Source: an optimization exercise on an open RTL-to-GDS flow (aim: small area, a short achievable clock period and few clock cycles). Production flows keep margins and buffers that such runs may drop. At most, simulation tests tie the RTL to the original design; equivalence was not proved. No functional check of the RTL was part of runs 4 and 5. Power figures rest on the tool's default switching activity, not on a simulated workload.

$ cat config.mk
export PLATFORM = sky130hd
export DESIGN_NAME = evsub_tga
export DESIGN_NICKNAME = evsub_tga
export VERILOG_FILES = /design/flow/design.v
export SDC_FILE = /design/flow/constraint.sdc
export NUM_CORES = 4
export LEC_CHECK = 0
export ABC_AREA = 1
export CAP_MARGIN = 40
export CORE_MARGIN = 2
export CORE_UTILIZATION = 60
export SLEW_MARGIN = 40
$ cat constraint.sdc
create_clock -name core_clock -period 11.0 [get_ports {clk}]
set_input_delay 2.2000 -clock core_clock [delete_from_list [all_inputs] [get_ports {clk}]]
set_output_delay 2.2000 -clock core_clock [all_outputs]
set_load 0.01 [all_outputs]
$ cat design.v
module evsub_tga (
    input  wire        clk,
    input  wire        rst_n,       
    input  wire        tirq,        
    input  wire        sf_valid,    
    output wire        sf_ready,    
    input  wire [73:0] sf_data,     
    input  wire        sf_err,      
    output wire        ev_valid,    
    input  wire        ev_ready,    
    output wire [39:0] ev_data,     
    output wire        halted       
);
    localparam [2:0] K_PPRESS = 3'd0;
    localparam [2:0] K_PMOVE  = 3'd1;
    localparam [2:0] K_PREL   = 3'd2;
    localparam [2:0] K_PEXIT  = 3'd3;
    localparam [2:0] K_KPRESS = 3'd4;
    localparam [2:0] K_KREL   = 3'd5;
    function [1:0] keyzone;
        input [15:0] x;
        begin
            if (x < 16'd107)      keyzone = 2'd0;
            else if (x < 16'd214) keyzone = 2'd1;
            else if (x < 16'd320) keyzone = 2'd2;
            else                  keyzone = 2'd3;
        end
    endfunction
    reg tirq_q;
    reg tirq_pend;
    reg in_sess;
    reg halt_r;
    wire tirq_fall = tirq_q & ~tirq;
    wire start     = ~in_sess & ~halt_r & (tirq_pend | tirq_fall);
    reg        hv, tv;
    reg [1:0]  hn, tn;              
    reg [32:0] hp0, hp1, tp0, tp1;  
    assign sf_ready = in_sess & ~tv;
    wire take     = sf_valid & sf_ready;
    wire take_ok  = take & ~sf_err;
    wire [1:0]  in_n  = sf_data[73:72];
    wire [32:0] in_p0 = sf_data[68:36];
    wire [32:0] in_p1 = sf_data[32:0];
    always @(posedge clk) begin
        tirq_q <= tirq;
        if (!rst_n) begin
            tirq_pend <= 1'b0;
            in_sess   <= 1'b0;
            halt_r    <= 1'b0;
        end else begin
            tirq_pend <= start ? (tirq_pend & tirq_fall) : (tirq_pend | tirq_fall);
            if (take) begin
                if (sf_err) begin
                    halt_r  <= 1'b1;
                    in_sess <= 1'b0;
                end else if (in_n == 2'd0) begin
                    in_sess <= 1'b0;
                end
            end else if (start) begin
                in_sess <= 1'b1;
            end
        end
    end
    assign halted = halt_r;
    reg  [1:0]  active;
    reg         ptr_valid;
    reg         ptr_id;
    reg  [31:0] last0, last1;       
    reg  [1:0]  lv;                 
    reg  [5:0]  done;               
    reg  [1:0]  wr;                 
    reg         outv;
    reg  [2:0]  o_kind;
    reg  [1:0]  o_key;
    reg         o_id;               
    reg         o_s0, o_s1;         
    wire [31:0] o_xy = (last0 & {32{o_s0}}) | (last1 & {32{o_s1}});
    assign ev_valid = outv;
    assign ev_data  = {2'b00, o_kind, o_key, 1'b0, o_xy};
    wire        v0  = hn[1] | hn[0];
    wire        v1  = hn[1];
    wire        id0 = hp0[32];
    wire        id1 = hp1[32];
    wire [31:0] xy0 = hp0[31:0];
    wire [31:0] xy1 = hp1[31:0];
    wire gy0 = (hp0[15:8] == 8'd0) & (hp0[7:4] != 4'hF);    
    wire gy1 = (hp1[15:8] == 8'd0) & (hp1[7:4] != 4'hF);
    wire [1:0] kz0 = keyzone(hp0[31:16]);
    wire [1:0] kz1 = keyzone(hp1[31:16]);
    wire [1:0] kzl0 = keyzone(last0[31:16]);
    wire [1:0] kzl1 = keyzone(last1[31:16]);
    wire eqA0 = lv[0] & (xy0 == last0);
    wire eqA1 = lv[1] & (xy0 == last1);
    wire eqB0 = lv[0] & (xy1 == last0);
    wire eqB1 = lv[1] & (xy1 == last1);
    wire eqL0 = id0 ? eqA1 : eqA0;      
    wire eqL1 = id1 ? eqB1 : eqB0;      
    wire same = (id0 == id1);
    wire G0 = v0 & gy0;
    wire G1 = v1 & gy1;
    wire B0 = v0 & ~gy0 & (kz0 != 2'd3);
    wire B1 = v1 & ~gy1 & (kz1 != 2'd3);
    wire act_id0 = id0 ? active[1] : active[0];
    wire act_id1 = id1 ? active[1] : active[0];
    wire set0  = G0 & ~ptr_valid & ~act_id0;
    wire pv1   = ptr_valid | set0;
    wire pid1  = set0 ? id0 : ptr_id;
    wire c_g0  = G0 & pv1 & (pid1 == id0);
    wire e_g0  = c_g0 & ~eqL0;
    wire set1  = G1 & ~pv1 & ~act_id1;
    wire pv2   = pv1 | set1;
    wire pid2  = set1 ? id1 : pid1;
    wire c_g1  = G1 & pv2 & (pid2 == id1);
    wire g0m   = e_g0 & same & ~done[0];
    wire e_g1  = c_g1 & (g0m | ~eqL1);
    wire act1_id1 = act_id1 | wr[id1] | g0m;
    wire ptr_id0 = pv2 & (pid2 == id0);
    wire ptr_id1 = pv2 & (pid2 == id1);
    wire e_b0  = B0 & ~ptr_id0 & ~act_id0;
    wire e_b1  = B1 & ~ptr_id1 & ~act_id1 & ~(e_b0 & same);
    wire [1:0] proc = {(v0 & id0) | (v1 & id1), (v0 & ~id0) | (v1 & ~id1)};
    wire r0  = active[0] & ~proc[0];
    wire r1  = active[1] & ~proc[1];
    wire rp0 = r0 & pv2 & ~pid2;
    wire rp1 = r1 & pv2 & pid2;
    wire [5:0] f   = {r1, r0, e_b1, e_b0, e_g1, e_g0};
    wire [5:0] rem = f & ~done;
    wire [5:0] sel = rem & ~{rem[4:0], 1'b0} & ~{rem[3:0], 2'b0} & ~{rem[2:0], 3'b0}
                         & ~{rem[1:0], 4'b0} & ~{rem[0], 5'b0};
    wire [2:0] n_kind = (sel[0] ? {2'b00, act_id0}  : 3'd0)
                      | (sel[1] ? {2'b00, act1_id1} : 3'd0)
                      | ((sel[2] | sel[3]) ? K_KPRESS : 3'd0)
                      | (sel[4] ? (rp0 ? K_PREL : K_KREL) : 3'd0)
                      | (sel[5] ? (rp1 ? K_PREL : K_KREL) : 3'd0);
    wire [1:0] n_key  = (sel[2] ? kz0 : 2'd0)
                      | (sel[3] ? kz1 : 2'd0)
                      | ((sel[4] & ~rp0) ? kzl0 : 2'd0)
                      | ((sel[5] & ~rp1) ? kzl1 : 2'd0);
    wire n_show = sel[0] | sel[1] | (sel[4] & rp0) | (sel[5] & rp1);
    wire none   = (rem == 6'd0);
    wire lastev = ((rem & ~sel) == 6'd0);
    wire o_rel  = (o_s0 | o_s1) & (o_kind == K_PREL);
    wire load   = ~outv | (ev_ready & ~o_rel);
    wire pop    = hv & (none | (load & lastev));
    wire ld     = hv & ~none & load;
    wire wp0  = sel[0] | sel[2];            
    wire wp1  = sel[1] | sel[3];            
    wire wid  = wp1 ? id1 : id0;
    wire wany = wp0 | wp1;
    wire [1:0] wnow = {wany & wid, wany & ~wid};
    wire n_id = (sel[0] | sel[1]) ? wid : o_id;
    wire [1:0] act_n = proc & (active | wr | wnow | {e_b0 & id0, e_b0 & ~id0}
                                                  | {e_b1 & id1, e_b1 & ~id1});
    wire       pv_n  = pv2 & ~(rp0 | rp1);
    always @(posedge clk) begin
        if (!rst_n) begin
            hv        <= 1'b0;
            tv        <= 1'b0;
            outv      <= 1'b0;
            done      <= 6'd0;
            wr        <= 2'b00;
            active    <= 2'b00;
            ptr_valid <= 1'b0;
            ptr_id    <= 1'b0;
            lv        <= 2'b00;
        end else begin
            if (~hv | pop)
                hv <= tv | take_ok;
            if (tv)
                tv <= ~(~hv | pop);
            else
                tv <= take_ok & hv & ~pop;
            if (ld)
                outv <= 1'b1;
            else if (ev_ready & ~o_rel)
                outv <= 1'b0;
            if (pop) begin
                done <= 6'd0;
                wr   <= 2'b00;
                if (hn == 2'd0) begin
                    active    <= 2'b00;
                    ptr_valid <= 1'b0;
                    ptr_id    <= 1'b0;
                    lv        <= 2'b00;
                end else begin
                    active    <= act_n;
                    ptr_valid <= pv_n;
                    ptr_id    <= pid2;
                    lv        <= lv | wnow;
                end
            end else if (ld) begin
                done <= done | {|sel[5:5], |sel[5:4], |sel[5:3], |sel[5:2], |sel[5:1], |sel[5:0]};
                wr   <= wr | wnow;
                lv   <= lv | wnow;
            end
        end
    end
    always @(posedge clk) begin
        if (~hv | pop) begin
            if (tv) begin
                hn <= tn; hp0 <= tp0; hp1 <= tp1;
            end else begin
                hn <= in_n; hp0 <= in_p0; hp1 <= in_p1;
            end
        end
        if (take) begin
            tn <= in_n; tp0 <= in_p0; tp1 <= in_p1;
        end
        if (ld) begin
            o_kind <= n_kind;
            o_key  <= n_key;
            o_s0   <= n_show & ~n_id;
            o_s1   <= n_show &  n_id;
            o_id   <= n_id;
        end else if (ev_ready & o_rel) begin
            o_kind <= K_PEXIT;
            o_s0   <= 1'b0;
            o_s1   <= 1'b0;
        end
        if (ld & wnow[0]) last0 <= wp0 ? xy0 : xy1;
        if (ld & wnow[1]) last1 <= wp0 ? xy0 : xy1;
    end
endmodule
$ cat flow/run.sh
#!/bin/bash
set -euo pipefail
export BUFFER_PORTS_ARGS="-buffer_cell sky130_fd_sc_hd__buf_1"
export SETUP_SLACK_MARGIN=7.5
bash standard.sh > flow_standard.log 2>&1
$ cat standard.sh
#!/bin/bash
# synth_recipe.tcl (not shown) runs the flow's synth.tcl, then flattens the netlist and writes it again
# the make line also repeats each setting of config.mk as NAME=value (left out here)
make -C /OpenROAD-flow-scripts/flow DESIGN_CONFIG=/design/flow/config.mk WORK_HOME=/design/flow/orfs CLKGATE_MAP_FILE= SYNTH_SCRIPT=/design/flow/synth_recipe.tcl "${@:-finish}"
==> impl_metrics.csv, run 1 <==
group,metric,value,unit
yosys,yosysUniqueCellTypes,52,
route,first_pass_iters,8,
sta,finalSetupTns,0,ps
floorplan,core,20890,um^2
route,post_drt_wl_per_cell,23.95,um
yosys,synth-edff-count,208,
hold_path,hp-class,"reg -> reg",
clock_tree,cts_buffers,23,
sta,final.setup.worst_slack,7177,ps
setup_path,max_stage_delay,430,ps
global_routing,grt_max_degree,70,
setup_path,crit_start,"o_s1",
yosys,syn_inst,1568,
floorplan,die_w,149.4,um
final_layout,syn2layout_area_growth,15.76,%
route,drt-initial-drc-count,1670,
sta,max_freq,0.2616,GHz
global_routing,grt.overflow.total,0,
yosys,syn_avg_cell_area,8.085,um^2
setup_path,worstSetupStartpointType,"flip-flop",
place,dp_slack,6891,ps
final_layout,fin_nets,1787,
route,drcViolationCount,0,
yosys,ys_warn_count,1,
sta,setup_viol,0,
clock_tree,clock_latency,540,ps
global_routing,grt.total_usage,0.4150,
global_routing,grt_pass1_wl,68080,um
sta,clock_skew,12.96,ps
setup_path,worstPathMaxFanout,15,
floorplan,fp.dieH,149.4,um
sta,hold_violations,0,
yosys,seq_area_frac_synth,0.5259,
clock_tree,cts_tree,"yes",
place,gp_congestion,1.067,
clock_tree,cts_root_buf,"clkbuf_16",
floorplan,die_area,22310,um^2
setup_path,critPathArrivalTime,1620,ps
final_layout,antenna_cells,0,
pwr,p_leak,0.006385,uW
final_layout,fillCellCount,1585,
setup_path,crit_chain,"inv_2, clkbuf_16, o22ai_1, buf_1",
global_routing,antenna_found_initial,1,
pwr,p_per_area,132.5,nW/um^2
floorplan,start_util,0.6069,
yosys,synthFlopType,"edfxtp_1",
sta,finalCritPeriodShare,0.3475,
sta,finalMaxSlewViolations,0,
yosys,synth_area,12680,um^2
global_routing,first_global_vias,11560,
sta,slew_headroom,0.1426,
route,drtAntennaViolNets,0,
hold_path,min-delay-start,"done[4]",
clock_tree,cts_htree_levels,1,
clock_tree,cts_sinks,229,
clock_tree,hold_buffers,0,
floorplan,num_rows,53,
job,maxCapViolations,0,
route,num_vias,12442,
yosys,ys_ff_latch,229,
setup_path,end_kind,"primary output",
setup_path,cp_slowest_cell,"edfxtp_1",
clock_tree,clock_path_buffers,3,
place,post-dp-hpwl,33710,um
outcome,status,"timing/DRC/antenna clean",
setup_path,r2r-start,"hp0[32]",
sta,fin_crit,3823,ps
sta,tightest_slew,1284,ps
sta,rsz0062_at_grt,"yes",
clock_tree,clk_pin_slew,60,ps
yosys,async_flop_share,0,
pwr,peakVddDrop,0.1718,mV
place,port-buffer-count,113,
setup_path,path_class,"reg -> out",
final_layout,drive_gt1_frac,0.08353,
setup_path,worstPathRequired,8800,ps
floorplan,ios,123,
route,via_per_inst,6.224,
route,wl,47870,um
-- cell usage after synthesis (all sizes together), types with 5 or more instances --
library cell / number / area share
o2111ai: 5 / 0.0035
xor2: 25 / 0.017
clkbuf: 22 / 0.0065
o22ai: 32 / 0.016
edfxtp: 208 / 0.49
buf: 12 / 0.0060
nand3: 70 / 0.032
xnor2: 5 / 0.0035
nand3b: 6 / 0.0036
nand2: 622 / 0.19
a21oi: 28 / 0.011
o21ai: 63 / 0.025
nor2: 154 / 0.049
nand4: 52 / 0.026
dfxtp: 21 / 0.033
nor3: 33 / 0.013
or2: 5 / 0.0025
inv: 176 / 0.052
-- power breakdown --
part           switching [uW]  total (uW)  internal [uW]
sequential               24.5         998            974
combinational            91.8         131           39.3
clock                     337         815            477
-- registers in the layout, summed over array words and instances (netlist names), 3 cells and up --
register	count
hp1	33
o_kind	3
tp0	33
last0	32
tp1	33
done	6
last1	32
hp0	33
-- area by class of cell --
class                   instances  area (um^2)  area share
flip-flops and latches        229         6670      0.4545
repair buffers                143        859.6     0.05857
multi-input cells            1133         5358      0.3651
inverters                     177        683.2     0.04655
clock buffers                  28        594.3     0.04050
well taps                     275        344.1     0.02345
clock inverters                14        166.4     0.01134
-- layout by cell type, fill, tap and decap left out, drive strengths merged, types with 2 or more instances in the layout --
| cell type | instances |
|---|---|
| dfxtp | 21 |
| conb | 3 |
| o211ai | 4 |
| inv | 177 |
| xnor2 | 5 |
| o2111ai | 5 |
| edfxtp | 208 |
| xor2 | 25 |
| o22ai | 32 |
| buf | 134 |
| a21oi | 28 |
| o21ai | 63 |
| bufbuf | 2 |
| nand2 | 625 |
| or2 | 5 |
| nand3 | 70 |
| nand3b | 6 |
| bufinv | 4 |
| nand4 | 52 |
| o311ai | 2 |
| a31oi | 3 |
| clkbuf | 35 |
| clkinv | 9 |
| nor2 | 154 |
| nor3 | 33 |
| nor4 | 4 |
-- path summary, 6_finish.rpt --
path                               endpoint  cells after the start  slack, ps
worst min-delay path                done[4]                      2        450
worst min register to register      done[4]                      2        450
worst max-delay path            ev_data[13]                      4       7180
worst max register to register     last0[9]                     18       7580
-- repair_timing --
action | CTS | global route
gates cloned | 3 | 4
pin swaps | 1 | 2
resized for setup | 19 | 20
buffers inserted | 5 | 12
setup endpoints to repair | 125 | 221
-- kinds of logic after synthesis --
family	Yosys count	share of synthesized area
simple gates	949	0.3189
mux	1	0.0008882
flops	229	0.5259
other cells	1	0.0002958
compound gates	147	0.06840
xor+xnor	30	0.02073
buf+inv	211	0.06494
-- per-layer routing --
metal  up-vias  part of all wire  global-route usage
met5         -           0.00033                   0
met4         2             0.054              0.1595
met3       195              0.13             0.07034
met2      1012              0.45              0.6667
met1      5756              0.37              0.5673
li1       5477                 -                   -
-- metrics by stage --
| stage | hold WS [ps] | cell area [um^2] | utilization | cells | total power (uW) |
|---|---|---|---|---|---|
| finish | 451.0 | 14680 | 0.7025 | 1999 | 1944 |
| global placement | 437.0 | 13400 | 0.6415 | 1929 | 1127 |
| detailed placement | 441.0 | 13500 | 0.6464 | 1933 | 1133 |
| global route | 491.9 | 14680 | 0.7025 | 1999 | 1979 |
| CTS | 450.0 | 14450 | 0.6919 | 1983 | 1931 |
| floorplan | 423.3 | 12750 | - | 1570 | 1079 |
-- critical path: cells and delay by family, from the launching register on --
kind	cells	cell delay, ps
compound gates	1	120
buf+inv	3	540
flops	1	430
Testbench counts, summed over its fixed seeds: cycles 9,358.
==> inputs of run 2 (changes only) <==
==> flow/run.sh (replaced) <==
#!/bin/bash
set -euo pipefail
export BUFFER_PORTS_ARGS="-buffer_cell sky130_fd_sc_hd__buf_1"
export SETUP_SLACK_MARGIN=7.2
bash standard.sh > flow_standard.log 2>&1
--- a/config.mk
+++ b/config.mk
@@ -7,3 +7,2 @@
 export LEC_CHECK = 0
-export ABC_AREA = 1
 export CAP_MARGIN = 40
==> run 2 against run 1 <==
Effect of this change:
- combinational power shrank 31%
- design area down 11%
- cell count decreased by 38%
- critical path type unchanged
- hold slack better by 10 ps
- first-iteration DRC count fell by 53%
- utilization fell by 0.46 points
- via count decreased by 35%
- sequential power is essentially flat
- sequential cell count unchanged
- fmax increased by 1.3%
- still clean
- area after synthesis decreased by 10%
==> impl_metrics.csv, run 2 <==
group,metric,value,unit
final_layout,fin_util,0.6979,
place,place_area,12060,um^2
yosys,yosysUniqueCellTypes,60,
route,drt-initial-drc-count,789,
floorplan,die_w,141.6,um
global_routing,grt.overflow.total,0,
pwr,p_per_area,145.7,nW/um^2
place,port-buffer-count,113,
final_layout,design_area,13010,um^2
global_routing,grt.total_usage,0.3122,
yosys,synth_area,11360,um^2
setup_path,critPathArrivalTime,1580,ps
yosys,async_flop_share,0,
hold_path,whs_path_depth,2,
floorplan,start_util,0.6092,
sta,slew_headroom,0.4399,
clock_tree,cts_root_buf,"clkbuf_16",
pwr,p_int,1476,uW
sta,rsz0062_at_grt,"no",
sta,setup_viol,0,
clock_tree,cts_htree_levels,1,
yosys,syn_inst,870,
pwr,power_switching,419.7,uW
setup_path,end_kind,"primary output",
final_layout,drive_gt1_frac,0.1795,
floorplan,die_area,20040,um^2
yosys,syn_avg_cell_area,13.05,um^2
pwr,p_leak,0.004386,uW
global_routing,grt_max_degree,72,
setup_path,crit_chain,"buf_8, a22o_1, buf_1",
hold_path,hold_path_end,"done[1]",
route,post_drt_wl_per_cell,25.59,um
pwr,clkPwrFrac,0.423,
setup_path,r2r-start,"hp1[32]",
setup_path,cp_slowest_cell,"edfxtp_1",
yosys,synth_area_leaders,"edfxtp_1 55%, mux2_2 10%, xor2_1 8.8%",
setup_path,path_class,"reg -> out",
route,via_per_inst,6.492,
setup_path,worstPathMaxFanout,33,
yosys,ys_warn_count,1,
sta,finalCritPeriodShare,0.3432,
global_routing,grt_pass1_wl,47090,um
pwr,seqPwrFrac,0.529,
hold_path,hp-class,"reg -> reg",
sta,tightest_slew,832.5,ps
setup_path,crit_start,"o_s1",
pwr,peakVddDrop,0.1461,mV
final_layout,fin_nets,1068,
route,drtAntennaViolNets,0,
yosys,yosysTopAreaCellShare,0.5500,
final_layout,mostFrequentLayoutCells,"208 x edfxtp_1, 114 x xor2_1, 113 x buf_1",
setup_path,rr_worst_depth,10,
floorplan,fp.dieH,141.6,um
yosys,seq_area_frac_synth,0.5870,
floorplan,core,18640,um^2
clock_tree,clock_path_buffers,3,
final_layout,final_common_cell,"edfxtp_1",
floorplan,num_rows,50,
pwr,switching_share,0.2214,
clock_tree,cts_sinks,229,
yosys,synth_common_cells,"208 x edfxtp_1, 114 x xor2_1, 102 x mux2_2, 41 x nor4_1, 36 x a21oi_1",
route,wl,31660,um
route,drcViolationCount,0,
route,num_vias,8030,
pwr,combPwrFrac,0.048,
sta,finalSetupTns,0,ps
sta,hold_violations,0,
route,first_pass_iters,8,
place,gp_congestion,0.9393,
setup_path,worstPathRequired,8800,ps
clock_tree,clock_latency,540,ps
clock_tree,cts_buffers,25,
sta,fin_crit,3776,ps
setup_path,worstSetupStartpointType,"flip-flop",
floorplan,ios,123,
clock_tree,clk_pin_slew,60,ps
yosys,yosysMostFrequentCell,"edfxtp_1",
place,post-dp-hpwl,21930,um
setup_path,r2r-end,"last1[22]",
yosys,ys_ff_latch,229,
hold_path,min-delay-start,"done[1]",
sta,clock_skew,25.88,ps
sta,max_freq,0.2649,GHz
yosys,synth-edff-count,208,
sta,timing.hold.ws,461.4,ps
final_layout,syn2layout_area_growth,14.56,%
job,maxCapViolations,0,
setup_path,max_stage_delay,360,ps
clock_tree,hold_buffers,0,
yosys,synthFlopType,"edfxtp_1",
setup_path,r2r_setup_slack,7360,ps
outcome,status,"timing/DRC/antenna clean",
global_routing,first_global_vias,7970,
sta,finalMaxSlewViolations,0,
global_routing,antenna_found_initial,0,
clock_tree,cts_tree,"yes",
yosys,yosysTopAreaCell,"edfxtp_1",
final_layout,antenna_cells,0,
[run 2: stage by stage]
step	instances	setup WS, ps	total power, uW
global route	1237	7200	1947
finish	1237	7225	1896
global placement	1193	6546	1101
detailed placement	1193	6506	1106
floorplan	872	7169	1063
CTS	1236	7209	1899
[run 2: critical path, delay by kind of cell, from the launching register on]
family	cells	cell delay, ps
compound gates	1	240
flops	1	360
buf+inv	2	420
[run 2: power by group through the flow]
stage          Clock [uW]  Combinational, uW  Sequential (uW)
2_1_floorplan           0               55.7             1010
3_3_place_gp            0               83.0             1020
3_5_place_dp            0               86.4             1020
4_1_cts               808               89.8             1000
5_1_grt               843               98.6             1000
6_report              802               90.9             1000
[run 2: final cells by class]
type                    count  area (um^2)
repair buffers            122        539.3
flip-flops and latches    229         6668
fillers                  1270         5632
multi-input cells         592         4671
inverters                  18        67.56
well taps                 234        292.8
clock inverters            15        140.1
clock buffers              27        633.1
[run 2: worst max path at each step]
stage                        to  slack [ps]  depth (start not counted)
finish              ev_data[23]        7220                          3
detailed placement    last0[29]        6510                          9
floorplan              last1[0]        7170                          4
global placement        done[1]        6550                          9
CTS                 ev_data[22]        7210                          3
global route        ev_data[21]        7200                          3
[run 2: kinds of logic after synthesis]
kind of cell / share of synthesized area
other cells: 0.0003302
flops: 0.5870
compound gates: 0.09387
buf+inv: 0.01917
mux: 0.1055
xor+xnor: 0.09717
simple gates: 0.09695
[run 2: timing repair]
item | 4_1_cts | 5_1_grt
pin swaps | 0 | 2
resized for setup | 14 | 19
endpoints found under the hold margin | 0 | 0
endpoints found under the setup margin | 259 | 227
buffers inserted | 1 | 0
gates cloned | 0 | 1
[run 2: routing by layer]
metal	up-vias	GRT usage	wire (um)
met5	-	0	0
met4	0	0.09684	971
met3	71	0.04556	2275
met2	430	0.5138	15370
met1	3958	0.4346	13040
li1	3571	-	-
==> inputs of run 3 (changes only) <==
==> flow/run.sh (replaced) <==
#!/bin/bash
set -euo pipefail
export BUFFER_PORTS_ARGS="-buffer_cell sky130_fd_sc_hd__buf_1"
export SETUP_SLACK_MARGIN=7.0
bash standard.sh > flow_standard.log 2>&1
==> run 3 against run 2 <==
Effect of this change:
- synthesized cell count is the same
- design area is 0.59% lower
- routed wire length fell by 5.3%
- combinational power about the same
- die area unchanged
- critical endpoint is now ev_data[24]
- largest power group unchanged
==> impl_metrics.csv, run 3 <==
group,metric,value,unit
sta,tightest_slew,845.3,ps
pwr,p_per_area,146.5,nW/um^2
final_layout,multi_input_area,4592,um^2
outcome,status,"timing/DRC/antenna clean",
final_layout,mostFrequentLayoutCells,"208 x edfxtp_1, 114 x xor2_1, 113 x buf_1",
sta,finalMaxSlewViolations,0,
final_layout,fin_util,0.6938,
setup_path,end_kind,"primary output",
final_layout,fillCellCount,1321,
sta,finalSetupTns,0,ps
pwr,combPwrFrac,0.048,
place,post-dp-hpwl,21400,um
clock_tree,cts_htree_levels,1,
floorplan,die_area,20040,um^2
global_routing,grt_pass1_wl,45490,um
pwr,seqPwrFrac,0.528,
setup_path,rr_worst_depth,9,
yosys,syn_avg_cell_area,13.05,um^2
route,first_pass_iters,7,
place,gp_congestion,0.9960,
yosys,synth_common_cells,"208 x edfxtp_1, 114 x xor2_1, 102 x mux2_2, 41 x nor4_1, 36 x a21oi_1",
sta,fin_crit,3880,ps
yosys,yosysTopAreaCellShare,0.5500,
floorplan,core,18640,um^2
clock_tree,cts_tree,"yes",
yosys,ys_warn_count,1,
global_routing,grt_max_degree,72,
sta,max_freq,0.2577,GHz
setup_path,worstPathRequired,8800,ps
hold_path,hp-class,"reg -> reg",
route,drt-initial-drc-count,731,
pwr,switching_share,0.2167,
yosys,synth-edff-count,208,
final_layout,fin_nets,1071,
sta,rsz0062_at_grt,"no",
setup_path,cp-endpoint,"ev_data[24]",
final_layout,seqCellArea,6668,um^2
sta,hold_violations,0,
pwr,p_total,1895,uW
sta,clock_skew,16.89,ps
final_layout,final_common_cell,"edfxtp_1",
floorplan,die_w,141.6,um
clock_tree,cts_buffers,24,
global_routing,antenna_found_initial,0,
yosys,synth_area,11360,um^2
floorplan,start_util,0.6092,
final_layout,syn2layout_area_growth,13.89,%
global_routing,grt.overflow.total,0,
floorplan,fp.dieH,141.6,um
place,dp_slack,6361,ps
pwr,power_switching,410.8,uW
route,drtAntennaViolNets,0,
route,post_drt_wl_per_cell,24.15,um
sta,setup_viol,0,
place,port-buffer-count,113,
sta,final.setup.worst_slack,7120,ps
final_layout,design_area,12930,um^2
global_routing,first_global_vias,7812,
sta,slew_headroom,0.4313,
route,via_per_inst,6.384,
yosys,syn_inst,870,
final_layout,drive_gt1_frac,0.1718,
pwr,peakVddDrop,0.1137,mV
yosys,yosysMostFrequentCell,"edfxtp_1",
clock_tree,clk_pin_slew,60,ps
pwr,clkPwrFrac,0.424,
setup_path,r2r-end,"last0[31]",
setup_path,r2r_setup_slack,7220,ps
pwr,p_leak,0.004384,uW
pwr,p_int,1485,uW
setup_path,r2r-start,"hp0[8]",
setup_path,worstPathMaxFanout,33,
route,drcViolationCount,0,
yosys,seq_area_frac_synth,0.5870,
job,maxCapViolations,0,
clock_tree,clock_latency,530,ps
yosys,async_flop_share,0,
setup_path,critPathArrivalTime,1680,ps
global_routing,grt.total_usage,0.3000,
floorplan,num_rows,50,
sta,finalCritPeriodShare,0.3527,
clock_tree,clock_path_buffers,3,
yosys,yosysTopAreaCell,"edfxtp_1",
setup_path,path_class,"reg -> out",
route,num_vias,7923,
clock_tree,cts_root_buf,"clkbuf_16",
yosys,synthFlopType,"edfxtp_1",
clock_tree,cts_sinks,229,
floorplan,ios,123,
setup_path,worstSetupStartpointType,"flip-flop",
hold_path,whs_path_depth,2,
route,wl,29970,um
place,place_area,12030,um^2
yosys,yosysUniqueCellTypes,60,
yosys,synth_area_leaders,"edfxtp_1 55%, mux2_2 10%, xor2_1 8.8%",
final_layout,antenna_cells,0,
clock_tree,hold_buffers,0,
yosys,ys_ff_latch,229,
setup_path,crit_start,"o_s0",
## run 3: cell count changes in the layout (fill, tap and decap cells not counted), sizes merged, moves of 2 or more
cell	previous run	this run
buf	122	127
clkinv	10	8
inv	21	18
clkinvlp	0	2
clkbuf	27	29
## run 3: cell type report
| cell class | count | area share |
|---|---|---|
| clock inverters | 13 | 0.01170 |
| multi-input cells | 591 | 0.3550 |
| flip-flops and latches | 229 | 0.5155 |
| inverters | 18 | 0.005223 |
| repair buffers | 127 | 0.04208 |
| clock buffers | 29 | 0.04788 |
| well taps | 234 | 0.02263 |
## run 3: timing repair
| item | in CTS | in global routing |
|---|---|---|
| pin swaps | 0 | 1 |
| endpoints found under the setup margin | 225 | 72 |
| setup buffers | 1 | 7 |
| endpoints found under the hold margin | 0 | 0 |
| resized for setup | 10 | 4 |
## run 3: per-layer routing
metal | wire, um | GRT usage
met1 | 12680 | 0.4202
met5 | 0 | 0
met2 | 13930 | 0.4816
met3 | 2032 | 0.03949
met4 | 1320 | 0.1189
## run 3: power groups by stage
| stage | logic (uW) | registers [uW] | clock network (uW) |
|---|---|---|---|
| 2_1_floorplan | 55.6 | 1010 | 0 |
| 3_3_place_gp | 80.7 | 1020 | 0 |
| 3_5_place_dp | 84.3 | 1020 | 0 |
| 4_1_cts | 86.9 | 1000 | 811 |
| 5_1_grt | 98.6 | 1000 | 837 |
| 6_report | 90.6 | 1000 | 804 |
## run 3: logic make-up after synthesis
| group | synth area share |
|---|---|
| mux | 0.1055 |
| flops | 0.5870 |
| simple gates | 0.09695 |
| buf+inv | 0.01917 |
| compound gates | 0.09387 |
| other cells | 0.0003302 |
| xor+xnor | 0.09717 |
## run 3: through the flow
step	std cells	hold WS, ps
2_1_floorplan	872	420.4
3_3_place_gp	1191	454.8
3_5_place_dp	1191	466.8
4_1_cts	1234	474.7
5_1_grt	1241	497.0
6_report	1241	482.7
## run 3: worst min path at each step
stage	from	end	slack, ps
after CTS	done[1]	done[1]	470
final	done[1]	done[1]	480
after global placement	done[1]	done[1]	450
after floorplan	done[1]	done[1]	420
after global routing	wr[0]	wr[0]	500
after detailed placement	done[1]	done[1]	470
## run 3: critical path: stages, from the launching register on
cell and delay, ps:
edfxtp_1 320, buf_4 370, a22o_1 270, buf_1 170
==> inputs of run 4 (changes only) <==
--- a/design.v
+++ b/design.v
@@ -69,2 +69,3 @@
     reg  [1:0]  lv;                 
+    reg  [1:0]  key0, key1;         
     reg  [5:0]  done;               
@@ -89,4 +90,2 @@
     wire [1:0] kz1 = keyzone(hp1[31:16]);
-    wire [1:0] kzl0 = keyzone(last0[31:16]);
-    wire [1:0] kzl1 = keyzone(last1[31:16]);
     wire eqA0 = lv[0] & (xy0 == last0);
@@ -136,4 +135,4 @@
                       | (sel[3] ? kz1 : 2'd0)
-                      | ((sel[4] & ~rp0) ? kzl0 : 2'd0)
-                      | ((sel[5] & ~rp1) ? kzl1 : 2'd0);
+                      | ((sel[4] & ~rp0) ? key0 : 2'd0)
+                      | ((sel[5] & ~rp1) ? key1 : 2'd0);
     wire n_show = sel[0] | sel[1] | (sel[4] & rp0) | (sel[5] & rp1);
@@ -145,10 +144,9 @@
     wire ld     = hv & ~none & load;
-    wire wp0  = sel[0] | sel[2];            
-    wire wp1  = sel[1] | sel[3];            
-    wire wid  = wp1 ? id1 : id0;
-    wire wany = wp0 | wp1;
+    wire wid  = sel[1] ? id1 : id0;
+    wire wany = sel[0] | sel[1];
     wire [1:0] wnow = {wany & wid, wany & ~wid};
-    wire n_id = (sel[0] | sel[1]) ? wid : o_id;
-    wire [1:0] act_n = proc & (active | wr | wnow | {e_b0 & id0, e_b0 & ~id0}
-                                                  | {e_b1 & id1, e_b1 & ~id1});
+    wire [1:0] know = {(sel[2] & id0) | (sel[3] & id1), (sel[2] & ~id0) | (sel[3] & ~id1)};
+    wire n_id = wany ? wid : o_id;
+    wire [1:0] act_n = proc & (active | wr | wnow | know | {e_b0 & id0, e_b0 & ~id0}
+                                                         | {e_b1 & id1, e_b1 & ~id1});
     wire       pv_n  = pv2 & ~(rp0 | rp1);
@@ -188,3 +186,3 @@
                     ptr_id    <= pid2;
-                    lv        <= lv | wnow;
+                    lv        <= (lv | wnow) & ~know;
                 end
@@ -192,4 +190,4 @@
                 done <= done | {|sel[5:5], |sel[5:4], |sel[5:3], |sel[5:2], |sel[5:1], |sel[5:0]};
-                wr   <= wr | wnow;
-                lv   <= lv | wnow;
+                wr   <= wr | wnow | know;
+                lv   <= (lv | wnow) & ~know;
             end
@@ -219,4 +217,6 @@
         end
-        if (ld & wnow[0]) last0 <= wp0 ? xy0 : xy1;
-        if (ld & wnow[1]) last1 <= wp0 ? xy0 : xy1;
+        if (ld & wnow[0]) last0 <= sel[0] ? xy0 : xy1;
+        if (ld & wnow[1]) last1 <= sel[0] ? xy0 : xy1;
+        if (ld & know[0]) key0 <= sel[2] ? kz0 : kz1;
+        if (ld & know[1]) key1 <= sel[2] ? kz0 : kz1;
     end
==> flow/run.sh (replaced) <==
#!/bin/bash
set -euo pipefail
export BUFFER_PORTS_ARGS="-buffer_cell sky130_fd_sc_hd__buf_1"
export SETUP_SLACK_MARGIN=7.5
bash standard.sh > flow_standard.log 2>&1
==> run 4 against run 3 <==
Effect of this change:
- design area increased by 6.4%
- hold slack improved by 14 ps
- first-iteration DRC count increased by 10%
- combinational power increased by 18%
- utilization increased by 2.0 points
- largest cell class unchanged
==> impl_metrics.csv, run 4 <==
group,metric,value,unit
sta,rsz0062_at_grt,"yes",
yosys,synth_area_leaders,"edfxtp_1 54%, mux2_2 9.0%, xor2_1 8.0%",
route,top_layer,"met4",
setup_path,worstPathRequired,8800,ps
sta,clock_skew,13.73,ps
yosys,ys_warn_count,1,
pwr,combPwrFrac,0.055,
yosys,async_flop_share,0,
final_layout,syn2layout_area_growth,17.64,%
yosys,seq_area_frac_synth,0.5802,
sta,slew_headroom,0.4378,
place,post-dp-hpwl,24740,um
setup_path,worstPathMaxFanout,33,
final_layout,final_common_cell,"edfxtp_1",
pwr,power_switching,437.5,uW
place,gp_congestion,0.9521,
sta,finalMaxSlewViolations,0,
floorplan,die_area,20630,um^2
clock_tree,cts_htree_levels,1,
hold_path,min-delay-start,"wr[1]",
route,drtAntennaViolNets,0,
job,maxCapViolations,0,
route,num_vias,8443,
sta,max_freq,0.2637,GHz
route,wl,35330,um
final_layout,antenna_cells,0,
outcome,status,"timing/DRC/antenna clean",
sta,timing.hold.ws,496.2,ps
floorplan,num_rows,51,
setup_path,r2r-start,"hp0[8]",
clock_tree,clk_pin_slew,60,ps
setup_path,cp_slowest_cell,"edfxtp_1",
global_routing,grt_max_degree,70,
yosys,synthFlopType,"edfxtp_1",
clock_tree,cts_sinks,233,
clock_tree,cts_tree,"yes",
clock_tree,clock_path_buffers,3,
yosys,yosysMostFrequentCell,"edfxtp_1",
route,wl_met1,13720,um
yosys,yosysUniqueCellTypes,78,
setup_path,critPathArrivalTime,1590,ps
pwr,peakVddDrop,0.2062,mV
final_layout,drive_gt1_frac,0.2100,
yosys,synth-edff-count,212,
setup_path,rr_worst_depth,11,
setup_path,max_stage_delay,420,ps
final_layout,fillCellCount,1312,
floorplan,core,19270,um^2
sta,hold_violations,0,
setup_path,worstSetupStartpointType,"flip-flop",
route,post_drt_wl_per_cell,27.01,um
setup_path,crit_chain,"buf_12, a22o_1, buf_1",
global_routing,grt.overflow.total,0,
final_layout,fin_nets,1107,
yosys,yosysTopAreaCellShare,0.5442,
route,first_pass_iters,5,
pwr,switching_share,0.2251,
global_routing,grt.total_usage,0.3399,
route,routed-wl-met3,2482,um
yosys,synth_area,11700,um^2
global_routing,antenna_found_initial,0,
floorplan,ios,123,
route,drcViolationCount,0,
setup_path,end_kind,"primary output",
sta,finalSetupTns,0,ps
route,dr_wl_met2,17650,um
route,drt-initial-drc-count,806,
clock_tree,cts_root_buf,"clkbuf_16",
pwr,p_leak,0.004639,uW
floorplan,fp.dieH,143.6,um
clock_tree,cts_buffers,24,
setup_path,r2r-end,"tv",
setup_path,crit_start,"o_s0",
setup_path,r2r_setup_slack,7510,ps
route,via_per_inst,6.455,
sta,setup_viol,0,
hold_path,hp-class,"reg -> reg",
pwr,clkPwrFrac,0.420,
clock_tree,hold_buffers,0,
global_routing,first_global_vias,8378,
yosys,ys_ff_latch,233,
setup_path,path_class,"reg -> out",
floorplan,die_w,143.6,um
final_layout,mostFrequentLayoutCells,"212 x edfxtp_1, 111 x buf_1, 107 x xor2_1",
pwr,p_per_area,141.2,nW/um^2
sta,fin_crit,3792,ps
yosys,syn_avg_cell_area,13.23,um^2
pwr,seqPwrFrac,0.525,
setup_path,cp-endpoint,"ev_data[8]",
sta,tightest_slew,843.3,ps
pwr,p_int,1506,uW
place,port-buffer-count,113,
sta,finalCritPeriodShare,0.3448,
clock_tree,clock_latency,530,ps
yosys,yosysTopAreaCell,"edfxtp_1",
global_routing,grt_pass1_wl,50890,um
yosys,synth_common_cells,"212 x edfxtp_1, 107 x xor2_1, 93 x mux2_2, 43 x nor2_1, 41 x nor4_1",
floorplan,start_util,0.6070,
yosys,syn_inst,884,
## run 4: cell count changes after synthesis, moves of 5 or more
| cell | before | now |
|---|---|---|
| xnor2_1 | 12 | 24 |
| o211ai_1 | 5 | 0 |
| o21ai_0 | 28 | 12 |
| mux2_2 | 102 | 93 |
| nor3b_1 | 7 | 1 |
| nor2_1 | 33 | 43 |
| nor2b_1 | 7 | 16 |
| a21oi_1 | 36 | 25 |
| nor3_1 | 15 | 23 |
| xor2_1 | 114 | 107 |
| inv_1 | 18 | 13 |
| or4_1 | 0 | 5 |
## run 4: worst max-delay path, delay by kind of cell (launching register included)
| family | cells | cell delay (ps) |
|---|---|---|
| AO/OA/AOI/OAI | 1 | 280 |
| buffers and inverters | 2 | 350 |
| flip-flops | 1 | 420 |
## run 4: how the worst min path moves through the flow
stage / to / slack, ps / cells after the start
5_1_grt: wr[1] / 530 / 1
3_5_place_dp: wr[1] / 470 / 1
2_1_floorplan: wr[1] / 450 / 1
4_1_cts: wr[1] / 500 / 1
6_report: wr[1] / 500 / 1
3_3_place_gp: wr[1] / 470 / 1
## run 4: logic make-up (layout without fill, tap and decap cells)
logic type                Yosys count  in the layout  synth area share
other                               1              3         0.0003206
and+or+nand+nor                   241            247            0.1195
xor gates and xnor gates          131            131           0.09809
buffers and inverters              50            201           0.01989
muxes                              99             99           0.09498
DFF                               233            233            0.5802
AOI/OAI and AO/OA                 129            129           0.08707
## run 4: stage by stage
step,area (um^2),power [uW],worst slack [ps],util,instances
floorplan,11790,1084,7320,-,886
global placement,12390,1125,6594,0.6430,1232
detailed placement,12440,1132,6771,0.6456,1235
CTS,13510,1945,7216,0.7013,1290
global route,13760,1989,7176,0.7141,1308
finish,13760,1944,7208,0.7141,1308
## run 4: layout make-up
cell class | count | area, um^2 | share of cell area
sequential | 233 | 6789 | 0.4934
multi-input combinational | 609 | 5006 | 0.3638
timing repair buffer | 145 | 790.8 | 0.05746
clock buffer | 26 | 608.1 | 0.04419
tap | 265 | 331.6 | 0.02410
clock inverter | 16 | 175.2 | 0.01273
inverter | 14 | 60.06 | 0.004364
## run 4: what timing repair did
| item | CTS | global route |
|---|---|---|
| buffers inserted | 8 | 17 |
| cloned | 5 | 1 |
| setup endpoints to repair | 244 | 122 |
| pin swaps | 4 | 13 |
| resized for setup | 28 | 19 |
## run 4: power by group through the flow
stage	Combinational (uW)	Sequential (uW)	Clock, uW
floorplan	59.4	1020	0
global placement	88.9	1040	0
detailed placement	94.5	1040	0
CTS	99.9	1020	826
global route	113	1020	855
finish	107	1020	817
## run 4: layer usage
metal / GRT usage / vias to the layer above
li1: - / 3672
met3: 0.05398 / 83
met5: 0 / -
met2: 0.5952 / 467
met4: 0.1238 / 0
met1: 0.4280 / 4221
==> inputs of run 5 (changes only) <==
==> flow/run.sh (replaced) <==
#!/bin/bash
set -euo pipefail
export BUFFER_PORTS_ARGS="-buffer_cell sky130_fd_sc_hd__buf_1"
export SETUP_SLACK_MARGIN=7.0
bash standard.sh > flow_standard.log 2>&1
==> run 5 against run 4 <==
Effect of this change:
- still clean on timing, DRC and antenna
- sequential power is essentially flat
- via count down 2.9%
- global-route usage shrank 2.3 points
- fmax down 4.5%
- count of clock-buffer cells in the layout grew 4
- critical path depth unchanged
- register-to-register slack worse by 360 ps
- design area shrank 2.9%
==> impl_metrics.csv, run 5 <==
group,metric,value,unit
sta,setup_viol,0,
floorplan,fp.dieH,143.6,um
pwr,combPwrFrac,0.049,
place,gp_congestion,1.004,
global_routing,grt_max_degree,72,
yosys,yosysUniqueCellTypes,78,
place,port-buffer-count,113,
setup_path,worstSetupStartpointType,"flip-flop",
pwr,power_switching,440.3,uW
yosys,seq_area_frac_synth,0.5802,
pwr,p_per_area,149.1,nW/um^2
yosys,synth_common_cells,"212 x edfxtp_1, 107 x xor2_1, 93 x mux2_2, 43 x nor2_1, 41 x nor4_1",
sta,rsz0062_at_grt,"yes",
yosys,syn_inst,884,
setup_path,path_buf_inv,2,
clock_tree,clock_path_buffers,3,
sta,max_freq,0.2519,GHz
setup_path,critPathArrivalTime,1770,ps
clock_tree,cts_tree,"yes",
setup_path,cp_slowest_cell,"buf_4",
yosys,syn_avg_cell_area,13.23,um^2
yosys,ys_warn_count,1,
sta,clock_skew,18.85,ps
setup_path,crit_family,"buffers and inverters",
final_layout,final_common_cell,"edfxtp_1",
global_routing,first_global_vias,8038,
pwr,switching_share,0.2209,
sta,finalMaxSlewViolations,0,
route,post_drt_wl_per_cell,25.70,um
final_layout,syn2layout_area_growth,14.28,%
floorplan,start_util,0.6070,
outcome,status,"timing/DRC/antenna clean",
clock_tree,cts_htree_levels,1,
setup_path,crit_chain,"buf_4, a22o_1, buf_1",
clock_tree,cts_buffers,24,
final_layout,antenna_cells,0,
global_routing,antenna_found_initial,0,
setup_path,r2r_setup_slack,7150,ps
hold_path,hp-class,"reg -> reg",
setup_path,end_kind,"primary output",
sta,hold_violations,0,
route,drt-initial-drc-count,800,
pwr,clkPwrFrac,0.440,
yosys,async_flop_share,0,
setup_path,worstPathRequired,8800,ps
sta,timing.hold.ws,505.7,ps
floorplan,core,19270,um^2
job,maxCapViolations,0,
yosys,ys_ff_latch,233,
setup_path,max_stage_delay,430,ps
final_layout,drive_gt1_frac,0.1722,
clock_tree,clock_latency,540,ps
yosys,yosysTopAreaCellShare,0.5442,
floorplan,ios,123,
clock_tree,clk_pin_slew,60,ps
yosys,synth_area,11700,um^2
sta,tightest_slew,905.0,ps
setup_path,worstPathMaxFanout,33,
route,wl,33080,um
yosys,synth_area_leaders,"edfxtp_1 54%, mux2_2 9.0%, xor2_1 8.0%",
floorplan,num_rows,51,
global_routing,grt.overflow.total,0,
yosys,synth-edff-count,212,
clock_tree,cts_sinks,233,
route,num_vias,8202,
yosys,yosysMostFrequentCell,"edfxtp_1",
floorplan,die_w,143.6,um
floorplan,die_area,20630,um^2
setup_path,path_class,"reg -> out",
global_routing,grt_pass1_wl,48440,um
sta,fin_crit,3970,ps
route,first_pass_iters,6,
pwr,p_leak,0.004537,uW
clock_tree,cts_root_buf,"clkbuf_16",
pwr,peakVddDrop,0.1478,mV
sta,finalSetupTns,0,ps
place,post-dp-hpwl,23550,um
sta,slew_headroom,0.3911,
route,drcViolationCount,0,
yosys,synthFlopType,"edfxtp_1",
yosys,yosysTopAreaCell,"edfxtp_1",
global_routing,grt.total_usage,0.3172,
sta,finalCritPeriodShare,0.3609,
final_layout,fin_nets,1084,
final_layout,mostFrequentLayoutCells,"212 x edfxtp_1, 113 x buf_1, 107 x xor2_1",
pwr,p_int,1553,uW
final_layout,fillCellCount,1412,
route,drtAntennaViolNets,0,
pwr,seqPwrFrac,0.511,
route,via_per_inst,6.373,
==> run 5: final cells by class <==
type	instances	area [um^2]	area share
flip-flops and latches	233	6788	0.5078
multi-input cells	605	4777	0.3574
clock buffers	30	695.7	0.05204
repair buffers	126	548.0	0.04100
well taps	265	331.6	0.02480
clock inverters	14	175.2	0.01310
inverters	14	52.55	0.003931
==> run 5: cell families after synthesis <==
logic type | synth area share
buffers and inverters | 0.01989
other | 0.0003206
flip-flops | 0.5802
XOR/XNOR | 0.09809
multiplexers | 0.09498
AND/OR/NAND/NOR | 0.1195
AO/OA/AOI/OAI | 0.08707
==> run 5: path summary, 6_finish.rpt <==
path	end	start	cells after the start
max reg2reg	last1[0]	hp1[8]	9
min reg2reg	done[0]	done[0]	2
min	done[0]	done[0]	2
max	ev_data[3]	o_s1	3
==> run 5: worst register-to-register path, stage by stage, from the launching register on <==
cell       delay, ps
edfxtp_1         510
nor4_4           500
nand3_4          220
a2111oi_4        380
o31ai_2          190
or3_1            580
nor2_1           160
a22oi_1          130
nor2_4           420
buf_4            410
==> run 5: metal layers <==
metal / global-route usage / routed length [um] / vias to the layer above
met4: 0.1006 / 1239 / 0
li1: - / - / 3630
met1: 0.4418 / 13860 / 4068
met2: 0.5206 / 15700 / 429
met3: 0.04265 / 2279 / 75
met5: 0 / 0 / -
==> run 5: what timing repair did <==
item / CTS / global route
gates resized for setup: 4 / 6
pin swaps: 1 / 2
hold buffers: 0 / 0
cloned: 0 / 2
endpoints found under the setup margin: 143 / 112
buffers inserted: 1 / 3
==> run 5: per-stage QoR <==
step                setup WS [ps]  total power [uW]  cell area (um^2)  utilization  instances
CTS                          6920              1998             13290       0.6897       1282
global placement             6273              1125             12370       0.6417       1235
detailed placement           6390              1130             12400       0.6432       1237
finish                       7030              1993             13370       0.6937       1287
global route                 6994              2043             13370       0.6937       1287
floorplan                    7028              1084             11740            -        886
==> run 5: power by group through the flow <==
stage | clock network (uW) | logic, uW | registers [uW]
after floorplan | 0 | 58.9 | 1020
after global placement | 0 | 89.8 | 1040
after detailed placement | 0 | 93.3 | 1040
after CTS | 885 | 94.9 | 1020
after global routing | 918 | 105 | 1020
final | 877 | 97.7 | 1020
==> inputs of run 6 (changes only) <==
--- a/design.v
+++ b/design.v
@@ -36,3 +36,4 @@
     reg [1:0]  hn, tn;              
-    reg [32:0] hp0, hp1, tp0, tp1;  
+    reg [24:0] hp0, hp1, tp0, tp1;
+    reg [3:0]  hc, tc;              
     assign sf_ready = in_sess & ~tv;
@@ -41,4 +42,14 @@
     wire [1:0]  in_n  = sf_data[73:72];
-    wire [32:0] in_p0 = sf_data[68:36];
-    wire [32:0] in_p1 = sf_data[32:0];
+    wire [32:0] in_q0 = sf_data[68:36];    
+    wire [32:0] in_q1 = sf_data[32:0];
+    wire [24:0] in_p0 = {in_q0[32:16], in_q0[7:0]};
+    wire [24:0] in_p1 = {in_q1[32:16], in_q1[7:0]};
+    wire in_v0 = in_n[1] | in_n[0];
+    wire in_v1 = in_n[1];
+    wire in_g0 = (in_q0[15:8] == 8'd0) & (in_q0[7:4] != 4'hF);
+    wire in_g1 = (in_q1[15:8] == 8'd0) & (in_q1[7:4] != 4'hF);
+    wire in_k0 = (keyzone(in_q0[31:16]) != 2'd3);
+    wire in_k1 = (keyzone(in_q1[31:16]) != 2'd3);
+    wire [3:0] in_c = {in_v1 & ~in_g1 & in_k1, in_v0 & ~in_g0 & in_k0,
+                       in_v1 & in_g1, in_v0 & in_g0};
     always @(posedge clk) begin
@@ -67,3 +78,3 @@
     reg         ptr_id;
-    reg  [31:0] last0, last1;       
+    reg  [23:0] last0, last1;
     reg  [1:0]  lv;                 
@@ -77,15 +88,13 @@
     reg         o_s0, o_s1;         
-    wire [31:0] o_xy = (last0 & {32{o_s0}}) | (last1 & {32{o_s1}});
+    wire [23:0] o_xy = (last0 & {24{o_s0}}) | (last1 & {24{o_s1}});
     assign ev_valid = outv;
-    assign ev_data  = {2'b00, o_kind, o_key, 1'b0, o_xy};
+    assign ev_data  = {2'b00, o_kind, o_key, 1'b0, o_xy[23:8], 8'd0, o_xy[7:0]};
     wire        v0  = hn[1] | hn[0];
     wire        v1  = hn[1];
-    wire        id0 = hp0[32];
-    wire        id1 = hp1[32];
-    wire [31:0] xy0 = hp0[31:0];
-    wire [31:0] xy1 = hp1[31:0];
-    wire gy0 = (hp0[15:8] == 8'd0) & (hp0[7:4] != 4'hF);    
-    wire gy1 = (hp1[15:8] == 8'd0) & (hp1[7:4] != 4'hF);
-    wire [1:0] kz0 = keyzone(hp0[31:16]);
-    wire [1:0] kz1 = keyzone(hp1[31:16]);
+    wire        id0 = hp0[24];
+    wire        id1 = hp1[24];
+    wire [23:0] xy0 = hp0[23:0];        
+    wire [23:0] xy1 = hp1[23:0];
+    wire [1:0] kz0 = keyzone(hp0[23:8]);
+    wire [1:0] kz1 = keyzone(hp1[23:8]);
     wire eqA0 = lv[0] & (xy0 == last0);
@@ -97,6 +106,6 @@
     wire same = (id0 == id1);
-    wire G0 = v0 & gy0;
-    wire G1 = v1 & gy1;
-    wire B0 = v0 & ~gy0 & (kz0 != 2'd3);
-    wire B1 = v1 & ~gy1 & (kz1 != 2'd3);
+    wire G0 = hc[0];
+    wire G1 = hc[1];
+    wire B0 = hc[2];
+    wire B1 = hc[3];
     wire act_id0 = id0 ? active[1] : active[0];
@@ -198,5 +207,5 @@
             if (tv) begin
-                hn <= tn; hp0 <= tp0; hp1 <= tp1;
+                hn <= tn; hp0 <= tp0; hp1 <= tp1; hc <= tc;
             end else begin
-                hn <= in_n; hp0 <= in_p0; hp1 <= in_p1;
+                hn <= in_n; hp0 <= in_p0; hp1 <= in_p1; hc <= in_c;
             end
@@ -204,3 +213,3 @@
         if (take) begin
-            tn <= in_n; tp0 <= in_p0; tp1 <= in_p1;
+            tn <= in_n; tp0 <= in_p0; tp1 <= in_p1; tc <= in_c;
         end
==> run 6 against run 5 <==
Effect of this change:
- worst setup slack improved by 45 ps
- sequential power down 18%
- cell count fell by 18%
- area after synthesis down 18%
- first-iteration DRC count shrank 30%
- utilization increased by 0.46 points
- largest cell class unchanged
- highest routed layer unchanged
==> impl_metrics.csv, run 6 <==
group,metric,value,unit
outcome,status,"timing/DRC/antenna clean",
floorplan,num_rows,46,
sta,finalCritPeriodShare,0.3569,
floorplan,die_area,17060,um^2
setup_path,max_stage_delay,700,ps
clock_tree,clock_path_buffers,2,
final_layout,syn2layout_area_growth,14.51,%
yosys,syn_inst,709,
sta,rsz0062_at_grt,"no",
clock_tree,cts_root_buf,"clkbuf_16",
yosys,seq_area_frac_synth,0.5808,
clock_tree,cts_tree,"yes",
floorplan,core,15770,um^2
final_layout,drive_gt1_frac,0.2012,
setup_path,end_kind,"primary output",
route,num_vias,6438,
yosys,yosysTopAreaCellShare,0.5371,
clock_tree,cts_buffers,17,
global_routing,grt_pass1_wl,34020,um
sta,hold_violations,0,
floorplan,ios,123,
route,first_pass_iters,5,
setup_path,crit_family,"flip-flops",
final_layout,fillCellCount,1158,
yosys,synthFlopType,"edfxtp_1",
yosys,yosysMostFrequentCell,"edfxtp_1",
floorplan,die_w,130.6,um
place,place_area,10220,um^2
setup_path,cp_slowest_cell,"edfxtp_1",
route,via_per_inst,6.097,
place,post-dp-hpwl,16270,um
global_routing,grt_max_degree,62,
route,drt-initial-drc-count,558,
clock_tree,clock_latency,440,ps
setup_path,critPathArrivalTime,1730,ps
clock_tree,cts_htree_levels,4,
sta,tightest_slew,794.1,ps
setup_path,worstPathRequired,8800,ps
route,drtAntennaViolNets,0,
floorplan,fp.dieH,130.6,um
pwr,peakVddDrop,0.1669,mV
final_layout,antenna_cells,0,
yosys,yosysUniqueCellTypes,77,
setup_path,worstSetupStartpointType,"flip-flop",
setup_path,path_buf_inv,2,
hold_path,hp-class,"reg -> reg",
floorplan,start_util,0.6098,
sta,finalMaxSlewViolations,0,
global_routing,grt.total_usage,0.2715,
yosys,ys_ff_latch,193,
setup_path,worstPathMaxFanout,14,
clock_tree,cts_sinks,193,
sta,fin_crit,3926,ps
route,drcViolationCount,0,
yosys,synth_area_leaders,"edfxtp_1 54%, mux2_2 9.5%, xnor2_1 8.9%",
yosys,async_flop_share,0,
sta,clock_skew,13.61,ps
sta,setup_viol,0,
yosys,syn_avg_cell_area,13.56,um^2
pwr,p_leak,0.003679,uW
place,gp_congestion,0.9367,
place,port-buffer-count,105,
route,post_drt_wl_per_cell,21.59,um
final_layout,final_common_cell,"edfxtp_1",
yosys,synth-edff-count,172,
clock_tree,clk_pin_slew,70,ps
sta,finalSetupTns,0,ps
setup_path,path_class,"reg -> out",
final_layout,fin_nets,908,
yosys,ys_warn_count,1,
global_routing,first_global_vias,6149,
route,wl,22800,um
yosys,yosysTopAreaCell,"edfxtp_1",
final_layout,design_area,11010,um^2
pwr,p_per_area,141.7,nW/um^2
sta,slew_headroom,0.4706,
yosys,synth_common_cells,"172 x edfxtp_1, 98 x xnor2_1, 81 x mux2_2, 24 x a22o_1, 23 x nand4_1",
setup_path,crit_chain,"buf_6, a22o_1, buf_1",
global_routing,antenna_found_initial,0,
sta,max_freq,0.2547,GHz
final_layout,mostFrequentLayoutCells,"172 x edfxtp_1, 104 x buf_1, 98 x xnor2_1",
yosys,synth_area,9617,um^2
global_routing,grt.overflow.total,0,
job,maxCapViolations,0,
[run 6: cell count changes after synthesis, sizes merged, moves of 11 or more]
| cell | change |
|---|---|
| edfxtp | -40 |
| mux2 | -11 |
| nand2 | -15 |
| nor2 | -21 |
| nor3 | -11 |
| nor4 | -30 |
| xnor2 | +74 |
| xor2 | -107 |
[run 6: what timing repair did]
action / CTS / global route
hold buffers: 0 / 0
pin swaps: 0 / 1
buffers inserted: 1 / 16
resized for setup: 1 / 2
hold endpoints to repair: 0 / 0
setup endpoints to repair: 92 / 114
[run 6: layout make-up]
cell class                      count  area (um^2)  area share
Multi-Input combinational cell    476         3874      0.3518
Tap cell                          216        270.3     0.02454
Clock buffer                       17        425.4     0.03863
Inverter                           10        53.80    0.004886
Clock inverter                     14        195.2     0.01773
Sequential cell                   193         5587      0.5073
Timing Repair Buffer              130        606.8     0.05511
[run 6: cells by family (layout without fill, tap and decap cells)]
| group | after synthesis | count (layout) | synth area share |
|---|---|---|---|
| AOI/OAI and AO/OA | 118 | 118 | 0.09901 |
| xor gates and xnor gates | 98 | 98 | 0.08925 |
| adders and majority gates | 1 | 1 | 0.001041 |
| buffers and inverters | 50 | 171 | 0.02654 |
| DFF | 193 | 193 | 0.5808 |
| muxes | 88 | 88 | 0.1040 |
| other | 1 | 11 | 0.0003899 |
| and+or+nand+nor | 160 | 160 | 0.09901 |
[run 6: per-stage QoR]
stage	util	setup WS, ps	std cells	power, uW	hold WS, ps
after global placement	0.6467	6508	1006	923.0	469.3
after global routing	0.6983	7015	1056	1604	519.9
after CTS	0.6888	7029	1040	1562	501.8
final	0.6983	7074	1056	1560	501.5
after detailed placement	0.6483	6455	1008	926.9	483.9
after floorplan	-	6765	719	895.8	457.9
[run 6: layer usage]
layer / share of wire / up-vias / wire length (um) / track usage
li1: - / 2942 / - / -
met1: 0.45 / 3221 / 10150 / 0.3808
met2: 0.49 / 251 / 11090 / 0.4482
met3: 0.059 / 24 / 1342 / 0.04682
met4: 0.0097 / 0 / 222 / 0.06383
met5: 0 / - / 0 / 0
[run 6: path summary, 6_finish.rpt]
kind	start	cells past startpoint	endpoint	slack, ps
worst min-delay path	done[0]	1	done[0]	500
worst max-delay path	o_s1	3	ev_data[22]	7070
worst max register to register	hp1[24]	10	hp1[7]	7170
worst min register to register	done[0]	1	done[0]	500
[run 6: power breakdown]
group	total (uW)	internal (uW)	switching [uW]
Combinational	78.4	37.6	40.7
Clock	644	347	297
Sequential	837	816	21.0
Total	1560	1200	359
Testbench counts of run 6, summed over its fixed seeds: cycles 9,358.
==> inputs of run 7 (changes only) <==
==> flow/run.sh (replaced) <==
#!/bin/bash
set -euo pipefail
export BUFFER_PORTS_ARGS="-buffer_cell sky130_fd_sc_hd__buf_1"
export SETUP_SLACK_MARGIN=7.5
bash standard.sh > flow_standard.log 2>&1
==> run 7 against run 6 <==
Effect of this change:
- sequential share of layout area fell by 2.1 points
- still clean on timing, DRC and antenna
- critical path depth rose by 1
- die area unchanged
- global-route usage increased by 1.8 points
- combinational power increased by 0.9%
- register-to-register slack better by 420 ps
- largest power group unchanged
- non-clock buffer count rose by 14
- area after synthesis did not move
- cell count increased by 1.7%
- utilization up 3.0 points
==> impl_metrics.csv, run 7 <==
group,metric,value,unit
sta,clock_skew,8.703,ps
clock_tree,hold_buffers,0,
yosys,synth_area,9617,um^2
yosys,synth-edff-count,172,
final_layout,seqCellArea,5592,um^2
clock_tree,clock_path_buffers,2,
setup_path,crit_family,"buffers and inverters",
global_routing,grt_max_degree,60,
final_layout,multi_input_area,4011,um^2
route,drt-initial-drc-count,573,
place,gp_congestion,0.9512,
global_routing,top_usage_layer,"met2",
final_layout,fillCellCount,1087,
pwr,combPwrFrac,0.051,
global_routing,grt.met2_usage,0.4626,
sta,finalMaxSlewViolations,0,
final_layout,syn2layout_area_growth,19.49,%
sta,tightest_slew,782.2,ps
setup_path,worstPathRequired,8800,ps
floorplan,core,15770,um^2
global_routing,grt_util_met3,0.05537,
floorplan,die_w,130.6,um
route,post_drt_wl_per_cell,23.23,um
yosys,yosysTopAreaCellShare,0.5371,
yosys,synth_area_leaders,"edfxtp_1 54%, mux2_2 9.5%, xnor2_1 8.9%",
yosys,yosysTopAreaCell,"edfxtp_1",
final_layout,mostFrequentLayoutCells,"172 x edfxtp_1, 97 x xnor2_1, 81 x mux2_2",
yosys,syn_avg_cell_area,13.56,um^2
outcome,status,"timing/DRC/antenna clean",
setup_path,worstPathMaxFanout,12,
global_routing,antenna_found_initial,0,
clock_tree,cts_tree,"yes",
job,maxCapViolations,0,
floorplan,start_util,0.6098,
clock_tree,clk_pin_slew,70,ps
yosys,syn_inst,709,
global_routing,first_global_vias,6416,
sta,slew_headroom,0.4785,
route,wl,24950,um
sta,finalSetupTns,0,ps
global_routing,grt_pass1_wl,36270,um
setup_path,path_class,"reg -> out",
pwr,p_int,1163,uW
floorplan,num_rows,46,
place,dp_slack,6499,ps
route,num_vias,6631,
setup_path,path_buf_inv,3,
sta,hold_violations,0,
pwr,seqPwrFrac,0.544,
final_layout,drive_gt1_frac,0.2634,
sta,finalCritPeriodShare,0.3397,
place,port-buffer-count,105,
clock_tree,cts_buffers,17,
route,drcViolationCount,0,
final_layout,fin_util,0.7287,
setup_path,worstSetupStartpointType,"flip-flop",
pwr,p_per_area,133.8,nW/um^2
sta,fin_crit,3737,ps
sta,rsz0062_at_grt,"yes",
setup_path,critPathArrivalTime,1540,ps
floorplan,die_area,17060,um^2
final_layout,fin_nets,925,
yosys,async_flop_share,0,
place,post-dp-hpwl,16300,um
final_layout,antenna_cells,0,
global_routing,grt_use_met1,0.4064,
place,place_area,10240,um^2
floorplan,ios,123,
yosys,yosysUniqueCellTypes,77,
setup_path,cp_slowest_cell,"edfxtp_1",
final_layout,design_area,11490,um^2
pwr,p_leak,0.003926,uW
yosys,synthFlopType,"edfxtp_1",
floorplan,fp.dieH,130.6,um
route,drtAntennaViolNets,0,
pwr,clkPwrFrac,0.405,
clock_tree,cts_htree_levels,4,
yosys,synth_common_cells,"172 x edfxtp_1, 98 x xnor2_1, 81 x mux2_2, 24 x a22o_1, 23 x nand4_1",
pwr,power_switching,374.7,uW
setup_path,end_kind,"primary output",
yosys,yosysMostFrequentCell,"edfxtp_1",
final_layout,final_common_cell,"edfxtp_1",
sta,setup_viol,0,
clock_tree,cts_root_buf,"clkbuf_16",
yosys,ys_ff_latch,193,
setup_path,max_stage_delay,430,ps
pwr,peakVddDrop,0.1895,mV
clock_tree,cts_sinks,193,
route,via_per_inst,6.174,
yosys,ys_warn_count,1,
hold_path,hp-class,"reg -> reg",
global_routing,grt.overflow.total,0,
clock_tree,clock_latency,440,ps
route,first_pass_iters,5,
yosys,seq_area_frac_synth,0.5808,
global_routing,grt.total_usage,0.2898,
pwr,switching_share,0.2437,
sta,max_freq,0.2676,GHz
setup_path,crit_chain,"buf_6, buf_12, a22o_1, buf_2",
sta,final.setup.worst_slack,7263,ps
## run 7: cell counts after synthesis
Identical to the previous run, type by type.
## run 7: power groups by stage
stage                     Clock [uW]  Sequential, uW  Combinational (uW)
final                            622             836                79.1
after global routing             653             838                85.9
after CTS                        626             836                77.9
after detailed placement           0             854                73.1
after global placement             0             853                70.5
after floorplan                    0             844                51.7
## run 7: kinds of logic (layout without fill, tap and decap cells)
kind of cell             count (synthesis)  in the layout  share of synthesized area
flip-flops                             193            193                     0.5808
AND/OR/NAND/NOR                        160            162                    0.09901
AO/OA/AOI/OAI                          118            119                    0.09901
XOR/XNOR                                98             98                    0.08925
multiplexers                            88             88                     0.1040
buffers and inverters                   50            186                    0.02654
adder cells (fa/ha/maj)                  1              1                   0.001041
other                                    1             11                  0.0003899
## run 7: worst reg2reg max path: stages, from the launching register on
cell and delay (ps):
edfxtp_1 500, buf_4 220, or4b_1 500, o211ai_1 140, a21oi_2 110, a211oi_4 390, nand2_4 120, a311oi_4 350
a211oi_4 100, nor3b_4 250, clkinvlp_4 150, buf_12 180, buf_12 170
## run 7: path summary, 6_finish.rpt
check                from           to  slack (ps)  cells past startpoint
setup / recovery     o_s1  ev_data[29]        7260                      4
hold / removal    done[0]      done[0]         500                      1
setup reg to reg  hp0[24]       hp1[0]        7590                     12
hold reg to reg   done[0]      done[0]         500                      1
## run 7: metal layers
layer  share of wire  wire (um)
met1            0.44      10980
met2            0.47      11670
met3           0.068       1689
met4           0.024        603
met5               0          0
## run 7: through the flow
stage	std cells	hold WS [ps]	power, uW
2_1_floorplan	719	457.9	895.8
3_3_place_gp	1004	469.1	923.5
3_5_place_dp	1008	484.6	927.0
4_1_cts	1055	503.9	1539
5_1_grt	1074	536.7	1577
6_report	1074	502.2	1537
## run 7: cell type report
| cell class | count | share of cell area |
|---|---|---|
| clock inverters | 15 | 0.01579 |
| repair buffers | 144 | 0.08330 |
| flip-flops and latches | 193 | 0.4866 |
| well taps | 216 | 0.02352 |
| clock buffers | 17 | 0.03702 |
| inverters | 10 | 0.004682 |
| multi-input cells | 479 | 0.3491 |
## run 7: what timing repair did
action	4_1_cts	5_1_grt
gates cloned	5	6
pin swaps	17	19
buffers inserted	10	13
resized for setup	38	33
endpoints found under the setup margin	163	103

## afterwards: timing with drivers on the ports
Ports are ideal in the flow. The routed layouts listed here were re-timed in OpenROAD.
Step 1, drivers: a clkbuf_16 drives clk and a buf_2 each remaining input, both assumed.
Step 2 moves the port delays by t, midway between the first and last clock arrival at a register: inputs arrive t later, outputs are due t later. That takes back most of the time a late clock gives input paths.
a / b / c = ideal ports / drivers / drivers and shift; a / b = the first two.
| run | shift t [ns] | setup WS [ns] | hold WS [ns] | worst slew at a driven data input, ns |
|---|---|---|---|---|
| run 1 | 0.581 | 7.177 / 7.125 / 7.048 | 0.451 / 0.451 / 0.451 | 0.05 |
| run 2 | 0.574 | 7.224 / 7.176 / 6.850 | 0.461 / 0.461 / 0.461 | 0.04 |
| run 3 | 0.569 | 7.120 / 7.074 / 6.638 | 0.483 / 0.483 / 0.483 | 0.04 |
| run 4 | 0.573 | 7.208 / 7.161 / 6.982 | 0.496 / 0.496 / 0.496 | 0.05 |
| run 5 | 0.575 | 7.030 / 6.983 / 6.516 | 0.506 / 0.506 / 0.506 | 0.04 |
| run 6 | 0.475 | 7.074 / 7.033 / 6.689 | 0.502 / 0.502 / 0.502 | 0.04 |
| run 7 | 0.480 | 7.263 / 7.216 / 7.066 | 0.502 / 0.502 / 0.502 | 0.05 |
After both steps setup and hold are still met in every run listed. The setup slack of run 5, which loses most, moves by -0.047 ns with the drivers and by -0.514 ns with both steps.
